This is an optimization exercise on Yosys and OpenROAD, whose aim is small area, a short achievable clock period and few clock cycles per item, not a production implementation. The RTL was checked by simulation tests, not by an equivalence proof against the original design. Power figures rest on the tool's default switching activity, not on a simulated workload.

**flow/flow/run.sh**
```bash
#!/bin/bash
export SETUP_SLACK_MARGIN=12.7
export BUFFER_PORTS_ARGS="-buffer_cell sky130_fd_sc_hd__buf_2"
bash standard.sh > standard.log 2>&1
```
**flow/design.v**
```verilog
module intcomp_planner (
    input  wire        clk,
    input  wire        rst,
    input  wire        in_valid,
    output wire        in_ready,
    input  wire [31:0] in_data,
    input  wire        in_last,
    output wire        out_valid,
    input  wire        out_ready,
    output wire [5:0]  out_k_small,
    output wire [5:0]  out_payload_bits,
    output wire [15:0] out_overflow_count,
    output wire [22:0] out_total_bits,
    output wire [5:0]  out_k_auto
);
    genvar g, h;
    reg         rdy;
    reg  [31:0] d0;
    reg         v0i, l0i;
    reg  [30:1] t;
    reg         neg, v0, l0;
    reg  [4:0]  blen;        
    wire        take = in_valid & rdy;
    always @(posedge clk) begin
        d0  <= in_data;
        l0i <= in_last;
        v0i <= take & ~rst;
    end
    reg  [30:1] tc;
    reg  [4:0]  bc;
    integer b;
    always @(*) begin
        tc = 30'd0;
        bc = 5'd1;
        for (b = 30; b >= 1; b = b - 1)
            tc[b] = (b == 30) ? d0[30] : (tc[b+1] | d0[b]);
        for (b = 1; b <= 30; b = b + 1)
            if (d0[b]) bc = b[4:0] + 5'd1;
    end
    always @(*) begin
        t    = tc;
        blen = bc;
        neg  = d0[31];
        l0   = l0i;
        v0   = v0i;
    end
    reg        sw;           
    reg        pend;         
    reg        ov;           
    reg        fin;          
    reg        clr;          
    wire       give = ov & out_ready;
    reg        prd;          
    wire       outfree = ~fin & (~ov | out_ready);
    wire       stop;         
    reg  [15:0] n;
    reg  [31:2] pres;        
    wire [15:0] mv  [0:31];   
    wire [31:0] inv;          
    wire [31:0] corr;         
    assign mv[0]   = 16'd0;
    assign inv[0]  = 1'b0;
    assign corr[0] = 1'b0;
    generate
        for (g = 1; g <= 31; g = g + 1) begin : g_cnt
            localparam integer W = (g <= 15) ? g + 1 : 16;
            localparam integer L = W;    
            reg  [W-1:0] c;
            wire         i_k;
            if (g <= 30) begin : g_i
                assign i_k = v0 & (neg | t[g]);
            end else begin : g_i31
                assign i_k = v0 & neg;
            end
            wire         sat;
            if (g <= 15) begin : g_sat
                assign sat = c[W-1] & (|c[W-2:0]);
            end else begin : g_nosat
                assign sat = 1'b0;
            end
            wire [L:0] cy;
            assign cy[0] = i_k & ~sat;
            for (h = 0; h < L; h = h + 1) begin : g_lo
                assign cy[h+1] = cy[h] & c[h];
                always @(posedge clk)
                    c[h] <= ~clr & (c[h] ^ cy[h]);
            end
            if (W > L) begin : g_hi
                reg pc;
                wire [W-L:0] cz;
                assign cz[0] = pc;
                always @(posedge clk)
                    pc <= ~clr & cy[L];
                for (h = L; h < W; h = h + 1) begin : g_hb
                    assign cz[h-L+1] = cz[h-L] & c[h];
                    always @(posedge clk)
                        c[h] <= ~clr & (c[h] ^ cz[h-L]);
                end
            end
            assign mv[g]  = {{(16-W){1'b0}}, c};
            assign inv[g] = sat;
            if (g == 1) begin : g_c1
                assign corr[g] = c[1];
            end else if (g <= 15) begin : g_cl
                assign corr[g] = c[W-1] | (c[W-2] & (|c[W-3:0]));
            end else if (g == 16) begin : g_c16
                assign corr[g] = c[15] & (|c[14:0]);
            end else begin : g_ch
                assign corr[g] = 1'b0;
            end
        end
    endgenerate
    always @(posedge clk) begin
        if (clr) begin
            n    <= 16'd0;
            pres <= 30'd0;
        end else if (v0) begin
            n <= n + 16'd1;
            pres <= pres | (t[30:1] & ~{1'b0, t[30:2]} & {30{~neg}});
        end
    end
    reg  [4:0]  k;
    reg  [21:0] A;
    reg         got;         
    reg         cv;
    reg  [22:0] cT;
    reg  [15:0] cm;
    reg  [4:0]  ck, cs;
    reg         have;
    reg  [22:0] bT;
    reg  [15:0] bm;
    reg  [4:0]  bk, bs, bka;
    wire [15:0] m_k    = mv[k];
    wire        inv_k  = inv[k];
    wire        corr_k = corr[k];
    wire [31:0] inv3 = {3'b000, inv[31:3]};
    wire [34:2] pz = {3'b000, pres};
    wire [31:0] sk;
    assign sk[0] = 1'b0;
    generate
        for (g = 1; g <= 31; g = g + 1) begin : g_sk
            if (g + 3 <= 31) begin : g_a
                assign sk[g] = inv[g+3] | (~inv[g] & ~pz[g+1] & ~pz[g+2] & ~pz[g+3]);
            end else begin : g_b
                assign sk[g] = 1'b0;
            end
        end
    endgenerate
    reg         fst, str4_r;
    wire        str4 = fst ? sk[1] : str4_r;
    reg  [4:0]  mxl;
    integer q;
    always @(*) begin
        mxl = 5'd1;
        for (q = 2; q <= 31; q = q + 1)
            if (pres[q]) mxl = q[4:0];
    end
    reg  [4:0]  hp;
    integer j;
    always @(*) begin
        hp = 5'd1;
        for (j = 2; j <= 16; j = j + 1)
            if (pres[j] && j[4:0] <= k) hp = j[4:0];
    end
    wire [4:0]  s_k = corr_k ? hp : k;
    wire [22:0] T_k = {1'b0, A} + {2'b00, m_k, 5'd0};
    wire        bnd  = got & ((have & ({1'b0, A} >= bT)) | (cv & ({1'b0, A} >= cT)));
    wire        push = sw & ~inv_k & ~bnd;
    wire        own  = ({5'd0, n} >= {m_k, 5'd0});
    assign      stop = bnd | (push & ((k >= mxl) | own));
    wire [4:0]  k_nx = k + (str4 ? 5'd4 : 5'd1);
    wire        pred = ~inv[k_nx] & (k_nx >= mxl);
    wire [21:0] addend = sw ? (str4 ? {4'd0, n, 2'd0} : {6'd0, n}) : {20'd0, v0, 1'b0};
    always @(posedge clk) begin
        if (clr)
            A <= 22'd0;
        else
            A <= A + addend;
    end
    always @(posedge clk) begin
        clr <= rst | (sw & ~stop & pred) | (sw & stop & ~prd);
        prd <= ~rst & sw & ~stop & pred;
        if (rst) begin
            rdy  <= 1'b1;
            sw   <= 1'b0;
            pend <= 1'b0;
            fst  <= 1'b0;
            k    <= 5'd1;
            got  <= 1'b0;
            cv   <= 1'b0;
            fin  <= 1'b0;
            ov   <= 1'b0;
            have <= 1'b0;
        end else begin
            if (sw && !stop && pred)
                rdy <= 1'b1;
            if (take && in_last)
                rdy <= 1'b0;
            if ((v0 && l0) || pend) begin
                if (outfree) begin
                    sw   <= 1'b1;
                    fst  <= 1'b1;
                    pend <= 1'b0;
                    have <= 1'b0;
                end else begin
                    pend <= 1'b1;
                end
            end
            cv  <= push;
            fin <= sw & stop;
            if (sw)
                fst <= 1'b0;
            if (sw) begin
                if (stop) begin
                    sw  <= 1'b0;
                    if (!prd)
                        rdy <= 1'b1;
                    k   <= 5'd1;
                    got <= 1'b0;
                end else begin
                    got <= got | push;
                    k   <= k_nx;
                    str4_r <= sk[k_nx];
                end
            end
            if (cv && (!have || cT < bT))
                have <= 1'b1;
            if (fin)
                ov <= 1'b1;
            else if (give)
                ov <= 1'b0;
        end
    end
    always @(posedge clk) begin
        cT <= T_k;
        cm <= m_k;
        ck <= k;
        cs <= s_k;
        if (sw)
            bka <= mxl;
        if (cv && (!have || cT < bT)) begin
            bT <= cT;
            bm <= cm;
            bk <= ck;
            bs <= cs;
        end
    end
    assign in_ready           = rdy;
    assign out_valid          = ov;
    assign out_k_small        = {1'b0, bs};
    assign out_payload_bits   = {1'b0, bk};
    assign out_overflow_count = bm;
    assign out_total_bits     = bT;
    assign out_k_auto         = {1'b0, bka};
endmodule
```
**flow/standard.sh**
```bash
#!/bin/bash
# synth_recipe.tcl (not shown) runs the flow's synth.tcl, then flattens the netlist and writes it again
# the make line also repeats each setting of config.mk as NAME=value (left out here)
make -C /OpenROAD-flow-scripts/flow DESIGN_CONFIG=/design/flow/config.mk WORK_HOME=/design/flow/orfs CLKGATE_MAP_FILE= SYNTH_SCRIPT=/design/flow/synth_recipe.tcl "${@:-finish}"
```
**flow/constraint.sdc**
```tcl
create_clock -name core_clock -period 17.0 [get_ports {clk}]
set_input_delay 3.4000 -clock core_clock [delete_from_list [all_inputs] [get_ports {clk}]]
set_output_delay 3.4000 -clock core_clock [all_outputs]
set_load 0.01 [all_outputs]
```
**flow/config.mk**
```make
export PLATFORM = sky130hd
export DESIGN_NAME = intcomp_planner
export DESIGN_NICKNAME = intcomp_planner
export VERILOG_FILES = /design/flow/design.v
export SDC_FILE = /design/flow/constraint.sdc
export NUM_CORES = 4
export LEC_CHECK = 0
export CAP_MARGIN = 20
export CORE_MARGIN = 2
export CORE_UTILIZATION = 65
export CTS_CLUSTER_DIAMETER = 80
export CTS_CLUSTER_SIZE = 24
export PLACE_DENSITY = 0.75
export SLEW_MARGIN = 20
export TNS_END_PERCENT = 5
```
==> out/results.ini, run 1 <==
[global_route]
grt_pass1_vias = 23800
antenna_found_initial = 1
grt_pass1_wl_mm = 139
grt_usage_pct = 38.1
grt_max_degree = 250
grt.overflow.total = 0

[placed_design]
port_buffers = 91
placed_cell_area_sq_um = 31600
gp_congestion = 0.963
dp_hpwl_mm = 67.3

[setup_path]
cp.required_ns = 17.44
endpoint_kind = flop
cp_max_fo = 5
reg2reg_slack_ns = 12.24
path_class = reg2reg
arrival_ns = 5.21
cp-start-kind = flop

[route]
drt_iter0_markers = 2601
drc = 0
vias_per_cell = 6.41
vias = 24500
wl_per_cell_microns = 24.8
wl_mm = 95.1
ant_nets = 0
drt_pass1_iterations = 6

[layout]
seq_area_sq_um = 12800
num-nets-final = 3729
drive_above_1_share_pct = 16.8
multi_input_area_sq_um = 18700
mostFrequentLayoutCells = dfxtp_1, nor2b_1, ha_1
layout_commonest_cell = dfxtp_1
stdcell_area_sq_um = 35300
n_fill_cell = 3127
area_delta_synth_final_pct = 15.7

[die]
die_w_microns = 221
initial_core_util_pct = 65.6
io_pins = 96
die_y_microns = 221
rows = 79
dieArea_sq_um = 48600
fp.coreArea_sq_um = 46500

[power_and_ir_drop]
power_leakage_uw = 0.0154
p_int_uw = 1920
combPwrFrac_pct = 4.1
peakVddDrop_mv = 0.0933
clkPwrFrac_pct = 36.6
p_sw_share_pct = 23.8
seq_power_share_pct = 59.3
p_per_area_nw_per_um2 = 71.3
switchingPower_uw = 598

[timing]
fin_crit_ns = 4.76
rsz0062_at_grt = yes
tns_ns = 0
worst_pin_slew_ns = 1.24
fin_crit_sh_pct = 28.0
max_freq_mhz = 210
hold_viol = 0
fin_skew_ns = 0.0283
slew_headroom_pct = 17.6
setup_violations = 0
maxSlewViolCount = 0

[clock_network]
cts.sinks = 612
htree_levels = 2
hold_buffers = 0
numCtsBuffers = 34
clk_latency_ns = 0.60
cts_root_buf = clkbuf_16
path_clk_slew_ns = 0.10
clock_path_buffers = 3
cts_tree = yes

[yosys]
synth_area_sq_um = 30500
synth_cells = 3089
synth_edf_count = 55
syn_area_per_cell_sq_um = 9.87
synth_top_area_cell = dfxtp_1
synth-main-ff-cell = dfxtp_1
synth_cell_types = 88
ys_seq_area_share_pct = 42.0
ys_warn_count = 1
synth-seq-cells = 612
async_flop_share_pct = 0
synth_top_area_share_pct = 36.6
synthTopCellsByArea = dfxtp_1, ha_1, nor2b_1

[outcome]
outcome = finished clean

[job]
max-cap-violations = 0

[worst_hold_path]
hold_class = reg2reg

==> metrics by stage <==
stage,instances,power [uW],util [%],setup WS (ns),hold slack (ns)
after CTS,3806,2510,73.8,12.35,0.404
after detailed placement,3704,1610,67.9,11.17,0.389
after floorplan,3091,1580,-,12.28,0.355
after global routing,3829,2580,75.9,12.21,0.413
final,3830,2510,75.9,12.24,0.401
after global placement,3703,1610,67.9,11.16,0.375
==> cell usage after synthesis, types with 6 or more instances <==
cell / n
nor4_1: 31
nor3_1: 75
edfxtp_1: 55
nand3_1: 57
o211ai_1: 15
dfxtp_1: 557
a21oi_1: 101
nor3b_1: 6
a31oi_1: 39
o41ai_1: 8
nand4_1: 29
a32oi_1: 6
a21boi_0: 6
o2111ai_1: 7
nand2_1: 152
a211oi_1: 22
xnor2_1: 55
a22o_1: 7
nor2b_1: 376
xor2_1: 16
mux2_2: 12
o21a_1: 25
and3_1: 31
or3_1: 13
clkbuf_1: 103
ha_1: 486
or4_1: 12
o21ai_0: 62
a21o_1: 16
nand2b_1: 15
a41oi_1: 6
nor2_1: 241
o31ai_1: 11
a32o_1: 7
a22oi_1: 145
inv_1: 115
and2_1: 15
buf_2: 15
nand3b_1: 8
mux2i_1: 14
or2_2: 7
==> repair_timing <==
action                     CTS  global route
buffers inserted            45            21
resized for setup          280           121
setup endpoints to repair  189           175
gates cloned                 3             2
pin swaps                   34            32
==> layout make-up <==
type / instances / share of cell area, %
sequential: 612 / 36.4
antenna: 1 / 0.00710
timing repair buffer: 203 / 4.21
clock inverter: 10 / 0.302
clock buffer: 44 / 2.70
timing repair inverter: 1 / 0.0142
tap: 607 / 2.15
multi-input combinational: 2233 / 52.9
inverter: 119 / 1.30
==> power groups by stage <==
stage | combinational, uW | sequential, uW | clock [uW]
floorplan | 64.1 | 1510 | 0
global placement | 88.8 | 1520 | 0
detailed placement | 92.4 | 1520 | 0
CTS | 96.5 | 1490 | 924
global route | 113 | 1490 | 972
finish | 103 | 1490 | 920
==> cell families after synthesis <==
kind of cell	Yosys count	synth area share, %
other	1	0.0123
DFF	612	42.0
AOI/OAI and AO/OA	549	12.5
and+or+nand+nor	1092	19.1
adders and majority gates	488	20.1
xor gates and xnor gates	71	2.04
muxes	29	1.09
buffers and inverters	247	3.18
==> registers in the layout, indices dropped and copies added, names as in the netlist, 16 cells and up <==
| register | flops |
|---|---|
| pres | 30 |
| A | 22 |
| cm | 16 |
| n | 16 |
| cT | 23 |
| d0 | 31 |
| bT | 23 |
| g_cnt.c | 391 |
| bm | 16 |
==> routing by layer <==
layer | track usage, % | vias up | share of wire, %
met5 | 0 | - | 0
met4 | 21.4 | 0 | 6.9
met3 | 6.53 | 365 | 8.0
met2 | 64.6 | 1196 | 47
met1 | 45.8 | 11700 | 38
li1 | - | 11300 | -
==> worst paths after layout <==
| path | start | end | cells after the start |
|---|---|---|---|
| worst max register to register | d0[27] | g_cnt[24].c[15] | 23 |
| worst min register to register | A[0] | cT[0] | 0 |
| worst max-delay path | d0[27] | g_cnt[24].c[15] | 23 |
| worst min-delay path | A[0] | cT[0] | 0 |
==> worst max-delay path, stage by stage, from the launching register on <==
cell and delay, ns:
dfxtp_2 0.35, or3_4 0.37, or3_4 0.47, nor2_4 0.21, buf_6 0.16, buf_4 0.11, nor2_1 0.05, ha_2 0.19
ha_2 0.18, ha_4 0.18, ha_2 0.18, ha_2 0.17, ha_2 0.18, ha_2 0.17, ha_2 0.19, ha_2 0.17
ha_2 0.17, ha_2 0.18, ha_1 0.18, ha_2 0.18, ha_2 0.17, ha_2 0.17, xnor2_1 0.17, nor2_1 0.06
Testbench counts, summed over its fixed seeds: cycles 47,339, values 42,775.
==> inputs of run 2 (changes only) <==
--- a/flow/config.mk
+++ b/flow/config.mk
@@ -7,9 +7,9 @@
 export LEC_CHECK = 0
 export CAP_MARGIN = 20
 export CORE_MARGIN = 2
-export CORE_UTILIZATION = 65
+export CORE_UTILIZATION = 45
 export CTS_CLUSTER_DIAMETER = 80
 export CTS_CLUSTER_SIZE = 24
-export PLACE_DENSITY = 0.75
+export PLACE_DENSITY = 0.6
 export SLEW_MARGIN = 20
 export TNS_END_PERCENT = 5
==> run 2 against run 1 <==
Still clean. Worst hold slack worse by 0.024 ns. Wire length up 4.2%. Cell count up 7.6%. Via count shrank 1.5%. Synthesized cell count unchanged. Die area up 44%. Highest routed layer is now met5.
==> out/results.ini, run 2 <==
[outcome]
outcome = finished clean

[yosys]
syn_area_per_cell_sq_um = 9.87
synth_cells = 3089
synth_area_sq_um = 30500
async_flop_share_pct = 0
synth.most_common_cell = dfxtp_1
yosys-top-cells-count = dfxtp_1, ha_1, nor2b_1
synth_cell_types = 88
ys_warn_count = 1
synth_top_area_share_pct = 36.6
synth_top_area_cell = dfxtp_1
synth-seq-cells = 612
synth-main-ff-cell = dfxtp_1
synth_edf_count = 55
ys_seq_area_share_pct = 42.0
synthTopCellsByArea = dfxtp_1, ha_1, nor2b_1

[setup_path]
cpMostUsedCell = ha_2
slowest_stage = or3_4
cp.required_ns = 17.45
reg2reg_slack_ns = 12.38
cp_cell_sequence = or3_4 > or3_4 > nor2_4 > buf_6 > a31oi_4 > a21o_1 > ha_2 > ha_4 > ha_4 > ha_4 > ha_4 > ha_2 > ha_2 > ha_2 > ha_2 > ha_2 > ha_2 > ha_2 > ha_2 > ha_2 > ha_4 > xnor2_2 > nor2_1
endpoint_kind = flop
slowest_delay_ns = 0.45
rr_endpoint = g_cnt[16].c[15]
path_class = reg2reg
cp-start-kind = flop
arrival_ns = 5.08
r2r_start = d0[30]
ff2ff_path_depth = 23
cp_max_fo = 5

[die]
dieArea_sq_um = 69800
io_pins = 96
die_w_microns = 264
fp.coreArea_sq_um = 67200
die_y_microns = 264
rows = 95
initial_core_util_pct = 45.4

[layout]
largest-register = g_cnt.c
num-nets-final = 3748
drive_above_1_share_pct = 17.9
top_regs = g_cnt.c (391), d0 (31), pres (30)
largest_register_ffs = 391
mostFrequentLayoutCells = dfxtp_1, nor2b_1, ha_1
n_fill_cell = 5915
area_delta_synth_final_pct = 18.0
layout_commonest_cell = dfxtp_1

[global_route]
grt.overflow.total = 0
grt_pass1_vias = 23500
grt_usage_pct = 26.8
grt_pass1_wl_mm = 143
antenna_found_initial = 1
grt_max_degree = 101

[placed_design]
dp_hpwl_mm = 70.4
port_buffers = 91
gp_congestion = 0.916
dp_slack_ns = 11.25

[job]
max-cap-violations = 0

[clock_network]
clk_latency_ns = 0.61
numCtsBuffers = 36
cts_tree = yes
clock_path_buffers = 3
cts.sinks = 612
cts_root_buf = clkbuf_16
hold_buffers = 0
htree_levels = 2
path_clk_slew_ns = 0.09

[worst_hold_path]
hold_start = A[0]
holdPathStages = 0
hold_class = reg2reg
min_to = cT[0]

[timing]
tns_ns = 0
rsz0062_at_grt = yes
slew_headroom_pct = 27.6
maxSlewViolCount = 0
fin_crit_ns = 4.62
worst_pin_slew_ns = 1.09
fin_crit_sh_pct = 27.2
hold_viol = 0
fin_skew_ns = 0.0251
max_freq_mhz = 216
setup_violations = 0
layout_setup_ws_ns = 12.38

[route]
drt_iter0_markers = 2182
vias_per_cell = 5.87
wl_mm = 99.1
drt_pass1_iterations = 5
wl_per_cell_microns = 24.1
drc = 0
ant_nets = 0
vias = 24200

[power_and_ir_drop]
peakVddDrop_mv = 0.0823
p_per_area_nw_per_um2 = 72.4
power_leakage_uw = 0.0156

-- run 2: cell counts after synthesis --
Identical to the previous run, type by type.
-- run 2: repair_timing --
action	CTS	global route
endpoints found under the setup margin	194	172
pin swaps	36	40
resized for setup	294	127
gates cloned	0	10
buffers inserted	38	35
-- run 2: final cells by class --
type                            instances  area [sq um]  share of cell area (%)
Antenna cell                            1          2.50                 0.00696
Clock buffer                           43          1000                    2.78
Clock inverter                         18           221                   0.616
Inverter                              119           455                    1.27
Multi-Input combinational cell       2234         18700                    51.9
Sequential cell                       612         12800                    35.7
Tap cell                              873          1090                    3.04
Timing Repair Buffer                  220          1710                    4.74
-- run 2: cells by family after synthesis --
| group | Yosys count | synth area share [%] |
|---|---|---|
| buf+inv | 247 | 3.18 |
| other cells | 1 | 0.0123 |
| mux | 29 | 1.09 |
| xor+xnor | 71 | 2.04 |
| flops | 612 | 42.0 |
| simple gates | 1092 | 19.1 |
| compound gates | 549 | 12.5 |
| fa+ha+maj | 488 | 20.1 |
-- run 2: stage by stage --
stage / hold WS (ns) / total power, uW / area, sq um / std cells / utilization (%)
floorplan: 0.355 / 1580 / 30500 / 3091 / -
global placement: 0.378 / 1610 / 31900 / 3974 / 47.5
detailed placement: 0.370 / 1620 / 31900 / 3974 / 47.5
CTS: 0.381 / 2620 / 34800 / 4073 / 51.9
global route: 0.394 / 2680 / 36000 / 4119 / 53.6
finish: 0.377 / 2600 / 36000 / 4120 / 53.6
-- run 2: layer usage --
metal  wire [microns]  track usage (%)
met1            41100             34.3
met3             6310             3.47
met5                9                0
met4             4000             9.60
met2            47700             46.3
-- run 2: worst max path at each step --
| stage | from | cells after the start | slack, ns | to |
|---|---|---|---|---|
| 3_3_place_gp | k[1] | 16 | 11.33 | str4_r |
| 2_1_floorplan | d0[31] | 22 | 12.28 | g_cnt[19].c[14] |
| 6_report | d0[30] | 23 | 12.38 | g_cnt[16].c[15] |
| 5_1_grt | d0[30] | 23 | 12.28 | g_cnt[16].c[15] |
| 4_1_cts | d0[27] | 21 | 12.38 | g_cnt[19].c[14] |
| 3_5_place_dp | k[1] | 16 | 11.25 | str4_r |
-- run 2: critical path, delay by kind of cell, from the launching register on --
kind	cells	cell delay, ns
AOI/OAI and AO/OA	2	0.34
xor gates and xnor gates	1	0.12
and+or+nand+nor	4	1.07
buffers and inverters	1	0.14
adders and majority gates	15	2.49
DFF	1	0.34
-- run 2: where the power goes --
group	switching [uW]	total (uW)	internal (uW)	leakage [uW]
Combinational	65.2	102	36.4	0.00993
Sequential	21.4	1490	1470	0.00504
Clock	533	1010	478	0.000593
Total	620	2600	1980	0.0156
==> inputs of run 3 (changes only) <==
--- a/flow/design.v
+++ b/flow/design.v
@@ -64,7 +64,7 @@
     generate
         for (g = 1; g <= 31; g = g + 1) begin : g_cnt
             localparam integer W = (g <= 15) ? g + 1 : 16;
-            localparam integer L = W;    
+            localparam integer L = (W > 8) ? 8 : W;    
             reg  [W-1:0] c;
             wire         i_k;
             if (g <= 30) begin : g_i
--- a/flow/config.mk
+++ b/flow/config.mk
@@ -7,9 +7,9 @@
 export LEC_CHECK = 0
 export CAP_MARGIN = 20
 export CORE_MARGIN = 2
-export CORE_UTILIZATION = 45
+export CORE_UTILIZATION = 55
 export CTS_CLUSTER_DIAMETER = 80
 export CTS_CLUSTER_SIZE = 24
-export PLACE_DENSITY = 0.6
+export PLACE_DENSITY = 0.7
 export SLEW_MARGIN = 20
 export TNS_END_PERCENT = 5
==> run 3 against run 2 <==
Worst setup slack improved by 0.013 ns. Register-to-register slack improved by 0.21 ns. Non-clock buffer count decreased by 22. Worst hold slack improved by 0.0037 ns. Via count decreased by 1.7%. Flip-flop and latch count increased by 24. Sequential power increased by 5%. Wire length decreased by 8.4%. Area after synthesis increased by 0.78%. Largest power group unchanged.
==> out/results.ini, run 3 <==
[die]
initial_core_util_pct = 55.6
die_w_microns = 240
die_y_microns = 240
fp.coreArea_sq_um = 55200
rows = 86
io_pins = 96
dieArea_sq_um = 57700

[route]
drc = 0
wl_mm = 90.8
drt_pass1_iterations = 5
ant_nets = 0
vias = 23800
vias_per_cell = 6.03
wl_per_cell_microns = 23.1
drt_iter0_markers = 2059

[setup_path]
slowest_delay_ns = 0.44
cp-start-kind = flop
r2r_start = d0[31]
rr_endpoint = g_cnt[7].c[6]
ff2ff_path_depth = 15
cp_max_fo = 1
path_class = reg2out
cp.required_ns = 13.60
cp.buffers_inverters = 1
worstSetupEndpoint = out_payload_bits[4]
cp_cell_sequence = buf_2
reg2reg_slack_ns = 12.59
cpLargestDelayFamily = flip-flops
slowest_stage = edfxtp_1
cp-startpoint = bk[4]
endpoint_kind = output pin
arrival_ns = 1.21
cp.depth = 1

[layout]
antennaDiodeCount = 0
mostFrequentLayoutCells = dfxtp_1, ha_1, nor2b_1
num-nets-final = 3698
n_fill_cell = 4520
largest-register = g_cnt.c
top_regs = g_cnt.c (391), d0 (31), pres (30)
layout_commonest_cell = dfxtp_1
area_delta_synth_final_pct = 11.9
drive_above_1_share_pct = 11.4
final_cells = 3938
largest_register_ffs = 391

[yosys]
syn_area_per_cell_sq_um = 10.0
synth_edf_count = 55
synth-seq-cells = 636
synth_cell_types = 80
synth-main-ff-cell = dfxtp_1
synth_top_area_cell = dfxtp_1
synthTopCellsByArea = dfxtp_1, ha_1, nor2b_1
yosys-top-cells-count = dfxtp_1, ha_1, nor2b_1
ys_warn_count = 1
synth_top_area_share_pct = 37.9
ys_seq_area_share_pct = 43.2
synth_cells = 3062
async_flop_share_pct = 0
synth.most_common_cell = dfxtp_1
synth_area_sq_um = 30700

[clock_network]
clock_path_buffers = 3
htree_levels = 2
numCtsBuffers = 36
cts_tree = yes
clk_latency_ns = 0.61
path_clk_slew_ns = 0.10
cts.sinks = 636
hold_buffers = 0
cts_root_buf = clkbuf_16

[timing]
layout_setup_ws_ns = 12.39
rsz0062_at_grt = yes
maxSlewViolCount = 0
slew_headroom_pct = 24.9
fin_crit_ns = 4.61
tns_ns = 0
fin_skew_ns = 0.0463
hold_viol = 0
max_freq_mhz = 217
setup_violations = 0
fin_crit_sh_pct = 27.1
worst_pin_slew_ns = 1.11

[global_route]
grt_pass1_wl_mm = 135
antenna_found_initial = 0
grt_max_degree = 98
grt_usage_pct = 30.9
grt.overflow.total = 0
grt_pass1_vias = 23000

[placed_design]
gp_congestion = 0.945
port_buffers = 91
dp_hpwl_mm = 66.5
dp.cells = 3817
dp_slack_ns = 11.16

[worst_hold_path]
hold_class = reg2reg

[outcome]
outcome = finished clean

[power_and_ir_drop]
p_per_area_nw_per_um2 = 78.0
power_leakage_uw = 0.0160
peakVddDrop_mv = 0.0821
power.total_uw = 2680

[job]
max-cap-violations = 0

==> run 3: cell count changes after synthesis, sizes merged, moves of 12 or more <==
cell / before / now
nor2b: 376 / 405
dfxtp: 557 / 581
nand2: 152 / 128
nor3: 76 / 53
a21oi: 101 / 113
o21a: 25 / 13
==> run 3: cells by family after synthesis <==
family                   Yosys count  synth area share (%)
AND/OR/NAND/NOR                 1059                  18.7
flip-flops                       636                  43.2
AO/OA/AOI/OAI                    545                  12.2
adder cells (fa/ha/maj)          488                  19.9
buffers and inverters            232                  2.88
XOR/XNOR                          79                  2.25
multiplexers                      22                 0.774
other                              1                0.0122
==> run 3: area by class of cell <==
| cell class | instances | area (sq um) | share of cell area, % |
|---|---|---|---|
| Timing Repair Buffer | 198 | 1570 | 4.55 |
| Tap cell | 748 | 936 | 2.72 |
| Clock inverter | 13 | 148 | 0.429 |
| Inverter | 105 | 405 | 1.18 |
| Clock buffer | 42 | 965 | 2.81 |
| Multi-Input combinational cell | 2196 | 17100 | 49.6 |
| Sequential cell | 636 | 13300 | 38.7 |
==> run 3: worst min-delay path by stage <==
stage | slack (ns) | depth (start not counted) | endpoint | from
after global placement | 0.37 | 0 | cT[0] | A[0]
after floorplan | 0.36 | 0 | cT[0] | A[0]
after global routing | 0.39 | 0 | cT[0] | A[0]
final | 0.38 | 0 | cT[0] | A[0]
after CTS | 0.38 | 0 | cT[0] | A[0]
after detailed placement | 0.37 | 0 | cT[0] | A[0]
==> run 3: per-stage QoR <==
| stage | hold WS [ns] | cell area [sq um] | utilization (%) |
|---|---|---|---|
| after floorplan | 0.355 | 30700 | - |
| after global placement | 0.374 | 31900 | 57.9 |
| after detailed placement | 0.370 | 32000 | 57.9 |
| after CTS | 0.383 | 33700 | 61.1 |
| after global routing | 0.390 | 34400 | 62.3 |
| final | 0.381 | 34400 | 62.3 |
==> run 3: timing repair <==
action	CTS	global route
cloned	1	3
endpoints found under the hold margin	0	0
gates resized for setup	87	71
pin swaps	22	30
endpoints found under the setup margin	105	98
setup buffers	31	31
==> run 3: report_power, final <==
group | internal [uW] | leakage (uW) | switching [uW]
Sequential | 1530 | 0.00525 | 24.3
Clock | 423 | 0.000550 | 537
Combinational | 57.7 | 0.0102 | 106
==> run 3: routing by layer <==
layer  track usage, %  routed length, microns  vias to the layer above  share of wire [%]
li1                 -                       -                    11200                  -
met1             39.1                   37700                    11500                 42
met2             52.2                   42600                      839                 47
met3             4.42                    5890                      214                6.5
met4             14.2                    4610                        0                5.1
met5                0                       0                        -                  0
Testbench counts of run 3, summed over its fixed seeds: cycles 47,339, values 42,775.
==> inputs of run 4 (changes only) <==
==> flow/flow/run.sh (replaced) <==
#!/bin/bash
export SETUP_SLACK_MARGIN=12.5
export BUFFER_PORTS_ARGS="-buffer_cell sky130_fd_sc_hd__buf_2"
bash standard.sh > standard.log 2>&1
==> run 4 against run 3 <==
Flip-flop and latch count unchanged. Critical endpoint unchanged. Synthesized cell count stayed put. Still clean on timing, DRC and antenna. Combinational power decreased by 3%. Sequential share of layout area increased by 0.40 points. Area after synthesis stayed put. Highest routed layer is now met5.
==> out/results.ini, run 4 <==
[layout]
drive_above_1_share_pct = 10.2
mostFrequentLayoutCells = dfxtp_1, ha_1, nor2b_1
fin_util_pct = 61.6
final_cells = 3918
layout_commonest_cell = dfxtp_1
largest-register = g_cnt.c
largest_register_ffs = 391
num-nets-final = 3678
top_regs = g_cnt.c (391), d0 (31), pres (30)
area_delta_synth_final_pct = 10.8

[route]
ant_nets = 0
drt_iter0_markers = 1929
wl_mm = 90.6
drt_pass1_iterations = 5
wl_per_cell_microns = 23.1
vias_per_cell = 6.00
drc = 0
vias = 23500

[job]
max-cap-violations = 0

[timing]
fin_crit_ns = 4.61
worst_pin_slew_ns = 1.11
maxSlewViolCount = 0
hold_viol = 0
rsz0062_at_grt = yes
tns_ns = 0
fin_crit_sh_pct = 27.1
fin_skew_ns = 0.0327
max_freq_mhz = 217
slew_headroom_pct = 24.9
setup_violations = 0

[power_and_ir_drop]
peakVddDrop_mv = 0.101
power.total_uw = 2660
p_per_area_nw_per_um2 = 78.3
power_leakage_uw = 0.0159

[die]
dieArea_sq_um = 57700
fp.coreArea_sq_um = 55200
die_y_microns = 240
die_w_microns = 240
initial_core_util_pct = 55.6
io_pins = 96
rows = 86

[setup_path]
rr_endpoint = cT[21]
reg2reg_slack_ns = 12.59
slowest_delay_ns = 0.44
cp_cell_sequence = buf_2
r2r_start = k[3]
cp.buffers_inverters = 1
endpoint_kind = output pin
ff2ff_path_depth = 20
path_class = reg2out
cp.required_ns = 13.60
arrival_ns = 1.21
cpLargestDelayFamily = flip-flops
cp_max_fo = 1
cp-start-kind = flop
slowest_stage = edfxtp_1
cp.depth = 1

[placed_design]
gp_congestion = 0.942
dp.cells = 3815
port_buffers = 91
dp_hpwl_mm = 66.7

[worst_hold_path]
hold_start = A[0]
holdPathStages = 0
hold_class = reg2reg
min_to = cT[0]

[global_route]
antenna_found_initial = 1
grt_pass1_wl_mm = 135
grt.overflow.total = 0
grt_usage_pct = 31.0
grt_pass1_vias = 22800
grt_max_degree = 216

[yosys]
synth.most_common_cell = dfxtp_1
synth_cells = 3062
synth-seq-cells = 636
ys_seq_area_share_pct = 43.2
synth_edf_count = 55
synth_top_area_share_pct = 37.9
synth-main-ff-cell = dfxtp_1
syn_area_per_cell_sq_um = 10.0
synth_area_sq_um = 30700
ys_warn_count = 1
async_flop_share_pct = 0
synthTopCellsByArea = dfxtp_1, ha_1, nor2b_1
yosys-top-cells-count = dfxtp_1, ha_1, nor2b_1
synth_top_area_cell = dfxtp_1
synth_cell_types = 80

[clock_network]
clock_path_buffers = 3
cts_root_buf = clkbuf_16
path_clk_slew_ns = 0.10
cts.sinks = 636
htree_levels = 2
cts_tree = yes
numCtsBuffers = 35
clk_latency_ns = 0.61
hold_buffers = 0

[outcome]
outcome = finished clean

[run 4: worst max-delay path by stage]
| stage | start | endpoint |
|---|---|---|
| floorplan | g_cnt[4].c[2] | A[21] |
| global placement | k[0] | str4_r |
| detailed placement | g_cnt[4].c[2] | A[21] |
| CTS | bk[4] | out_payload_bits[4] |
| global route | bk[0] | out_payload_bits[0] |
| finish | bk[4] | out_payload_bits[4] |
[run 4: logic make-up after synthesis]
group / Yosys count / share of synthesized area (%)
flip-flops: 636 / 43.2
XOR/XNOR: 79 / 2.25
AO/OA/AOI/OAI: 545 / 12.2
adder cells (fa/ha/maj): 488 / 19.9
AND/OR/NAND/NOR: 1059 / 18.7
multiplexers: 22 / 0.774
other: 1 / 0.0122
buffers and inverters: 232 / 2.88
[run 4: power by group]
part	internal, uW	switching (uW)	leakage, uW
sequential	1530	26.4	0.00525
clock	418	526	0.000522
combinational	56.2	103	0.0101
total	2010	655	0.0159
[run 4: repair_timing]
action                     in CTS  in global routing
resized for setup              77                 48
pin swaps                       8                 19
setup endpoints to repair      89                 90
gates cloned                    2                  2
buffers inserted               24                 21
[run 4: through the flow]
stage | setup WS (ns) | instance area (sq um) | hold WS (ns)
floorplan | 12.56 | 30700 | 0.355
global placement | 11.20 | 31900 | 0.374
detailed placement | 11.26 | 32000 | 0.373
CTS | 12.37 | 33600 | 0.386
global route | 12.36 | 34000 | 0.388
finish | 12.39 | 34000 | 0.385
[run 4: metal layers]
layer	up-vias	global-route usage (%)	wire length [microns]
li1	11100	-	-
met1	11400	39.1	37200
met2	793	52.8	43300
met3	209	4.35	6010
met4	2	13.3	4100
met5	-	0	13
[run 4: area by class of cell]
type                    instances  area [sq um]
diodes                          2          5.00
repair buffers                179          1390
inverters                     105           405
flip-flops and latches        636         13300
multi-input cells            2196         16900
well taps                     748           936
clock inverters                 8          90.1
clock buffers                  44           973
fillers                      4560         21200
==> inputs of run 5 (changes only) <==
==> flow/flow/run.sh (replaced) <==
#!/bin/bash
export SETUP_SLACK_MARGIN=12.7
export BUFFER_PORTS_ARGS="-buffer_cell sky130_fd_sc_hd__buf_2"
bash standard.sh > standard.log 2>&1
--- a/flow/config.mk
+++ b/flow/config.mk
@@ -7,9 +7,9 @@
 export LEC_CHECK = 0
 export CAP_MARGIN = 20
 export CORE_MARGIN = 2
-export CORE_UTILIZATION = 55
+export CORE_UTILIZATION = 60
 export CTS_CLUSTER_DIAMETER = 80
 export CTS_CLUSTER_SIZE = 24
-export PLACE_DENSITY = 0.7
+export PLACE_DENSITY = 0.72
 export SLEW_MARGIN = 20
 export TNS_END_PERCENT = 5
==> run 5 against run 4 <==
Clock skew is 0.0049 ns lower. Cell count is 0.79% lower. Clock power hardly changed. Synthesized cell count stayed put. Flip-flop and latch count stayed put. Largest power group unchanged.
==> out/results.ini, run 5 <==
[outcome]
outcome = finished clean

[power_and_ir_drop]
power_leakage_uw = 0.0162
p_per_area_nw_per_um2 = 77.2
peakVddDrop_mv = 0.0841
p_sw_share_pct = 24.3
seq_power_share_pct = 58.4
switchingPower_uw = 649
combPwrFrac_pct = 6.2
clkPwrFrac_pct = 35.3
p_int_uw = 2020

[clock_network]
cts.sinks = 636
hold_buffers = 0
cts_tree = yes
clk_latency_ns = 0.59
htree_levels = 2
numCtsBuffers = 35
path_clk_slew_ns = 0.10
cts_root_buf = clkbuf_16
clock_path_buffers = 3

[yosys]
synth-main-ff-cell = dfxtp_1
ys_warn_count = 1
syn_area_per_cell_sq_um = 10.0
synth_area_sq_um = 30700
synthTopCellsByArea = dfxtp_1, ha_1, nor2b_1
synth_cells = 3062
ys_seq_area_share_pct = 43.2
synth.most_common_cell = dfxtp_1
synth_cell_types = 80
yosys-top-cells-count = dfxtp_1, ha_1, nor2b_1
synth_top_area_cell = dfxtp_1
async_flop_share_pct = 0
synth_top_area_share_pct = 37.9
synth_edf_count = 55
synth-seq-cells = 636

[layout]
drive_above_1_share_pct = 12.3
stdcell_area_sq_um = 34600
top_regs = g_cnt.c (391), d0 (31), pres (30)
layout_commonest_cell = dfxtp_1
num-nets-final = 3725
largest-register = g_cnt.c
fin_util_pct = 68.7
area_delta_synth_final_pct = 12.6
antennaDiodeCount = 0
largest_register_ffs = 391
n_fill_cell = 3861
mostFrequentLayoutCells = dfxtp_1, ha_1, nor2b_1

[timing]
max_freq_mhz = 220
fin_crit_sh_pct = 26.8
tns_ns = 0
hold_ws_ns = 0.397
hold_viol = 0
rsz0062_at_grt = yes
setup_violations = 0
worst_pin_slew_ns = 1.05
maxSlewViolCount = 0
slew_headroom_pct = 30.2
fin_crit_ns = 4.55
fin_skew_ns = 0.0278

[setup_path]
endpoint_kind = output pin
cp.required_ns = 13.60
cp_max_fo = 2
slowest_delay_ns = 0.41
slowest_stage = edfxtp_1
cp-start-kind = flop
cp.buffers_inverters = 1
cpLargestDelayFamily = flip-flops
cp_cell_sequence = buf_2
arrival_ns = 1.15
path_class = reg2out

[die]
rows = 82
initial_core_util_pct = 61.0
die_y_microns = 230
fp.coreArea_sq_um = 50400
io_pins = 96
die_w_microns = 230
dieArea_sq_um = 53000

[route]
drc = 0
drt_pass1_iterations = 6
vias = 24100
wl_mm = 91.8
wl_per_cell_microns = 23.6
drt_iter0_markers = 2248
vias_per_cell = 6.21
ant_nets = 0

[worst_hold_path]
hold_class = reg2reg

[placed_design]
dp_hpwl_mm = 66.5
gp_congestion = 0.982
placed_cell_area_sq_um = 31900
port_buffers = 91

[global_route]
grt_pass1_vias = 23500
grt.overflow.total = 0
grt_pass1_wl_mm = 136
antenna_found_initial = 2
grt_max_degree = 93
grt_usage_pct = 33.5

[job]
max-cap-violations = 0

## run 5: layout make-up
type,count,area [sq um],share of cell area (%)
well taps,672,841,2.43
multi-input cells,2196,17200,49.6
clock inverters,10,129,0.373
flip-flops and latches,636,13300,38.5
inverters,105,409,1.18
clock buffers,42,955,2.76
repair buffers,226,1800,5.22
## run 5: per-stage QoR
step	worst slack (ns)	cells	power, uW
after floorplan	12.70	3064	1680
after global placement	11.07	3743	1730
after detailed placement	10.97	3744	1740
after CTS	12.42	3837	2670
after global routing	12.39	3887	2750
final	12.45	3887	2670
## run 5: routing by layer
layer | routed length (microns) | global-route usage (%)
met1 | 37400 | 42.7
met2 | 42000 | 55.4
met3 | 7430 | 5.59
met4 | 4960 | 16.0
met5 | 12 | 0
## run 5: kinds of logic (layout without fill, tap and decap cells)
logic type      Yosys count  after routing  share of synthesized area, %
fa+ha+maj               488            488                          19.9
simple gates           1059           1059                          18.7
compound gates          545            545                          12.2
other cells               1              3                        0.0122
buf+inv                 232            383                          2.88
xor+xnor                 79             79                          2.25
mux                      22             22                         0.774
flops                   636            636                          43.2
## run 5: path summary, 6_finish.rpt
check                            end  cells past startpoint  startpoint  slack (ns)
setup / recovery  out_total_bits[20]                      1      bT[20]       12.45
hold / removal                 cT[0]                      0        A[0]        0.40
hold reg to reg                cT[0]                      0        A[0]        0.40
setup reg to reg                 clr                     19        k[2]       12.50
## run 5: timing repair
item / CTS / global route
cloned: 3 / 4
gates resized for setup: 109 / 64
buffers inserted: 38 / 46
pin swaps: 18 / 37
endpoints found under the setup margin: 102 / 101
## run 5: power by group through the flow
stage	sequential [uW]	combinational [uW]	clock, uW
after floorplan	1580	100	0
after global placement	1590	137	0
after CTS	1560	154	955
after global routing	1560	180	1010
final	1560	166	944
after detailed placement	1590	142	0

[afterwards: timing with drivers on the ports]
No port has a modelled driver above. Below, the same layouts with a new extraction and two added sets of constraints.
Step 1: set_driving_cell puts a clkbuf_16 on clk and a buf_2 on each other input, an assumption about the parent block.
Step 2, shift: input delay + t, output delay - t, t = (earliest + latest rising clock arrival at the registers) / 2. This alone moves slack from input paths to output paths.
Slacks: ideal ports / drivers / drivers and shift; pairs: ideal ports / drivers.
run	t, ns	slack for setup (ns)	hold WS [ns]
run 1	0.643	12.236 / 12.236 / 12.236	0.401 / 0.401 / 0.401
run 2	0.652	12.377 / 12.359 / 12.280	0.377 / 0.377 / 0.377
run 3	0.652	12.390 / 12.328 / 12.479	0.381 / 0.381 / 0.381
run 4	0.647	12.393 / 12.335 / 12.490	0.385 / 0.385 / 0.385
run 5	0.643	12.447 / 12.385 / 12.476	0.397 / 0.397 / 0.397
After both steps every run listed still meets setup and hold. The setup slack of run 2, which loses most, moves by -0.018 ns with the drivers and by -0.097 ns with both steps.
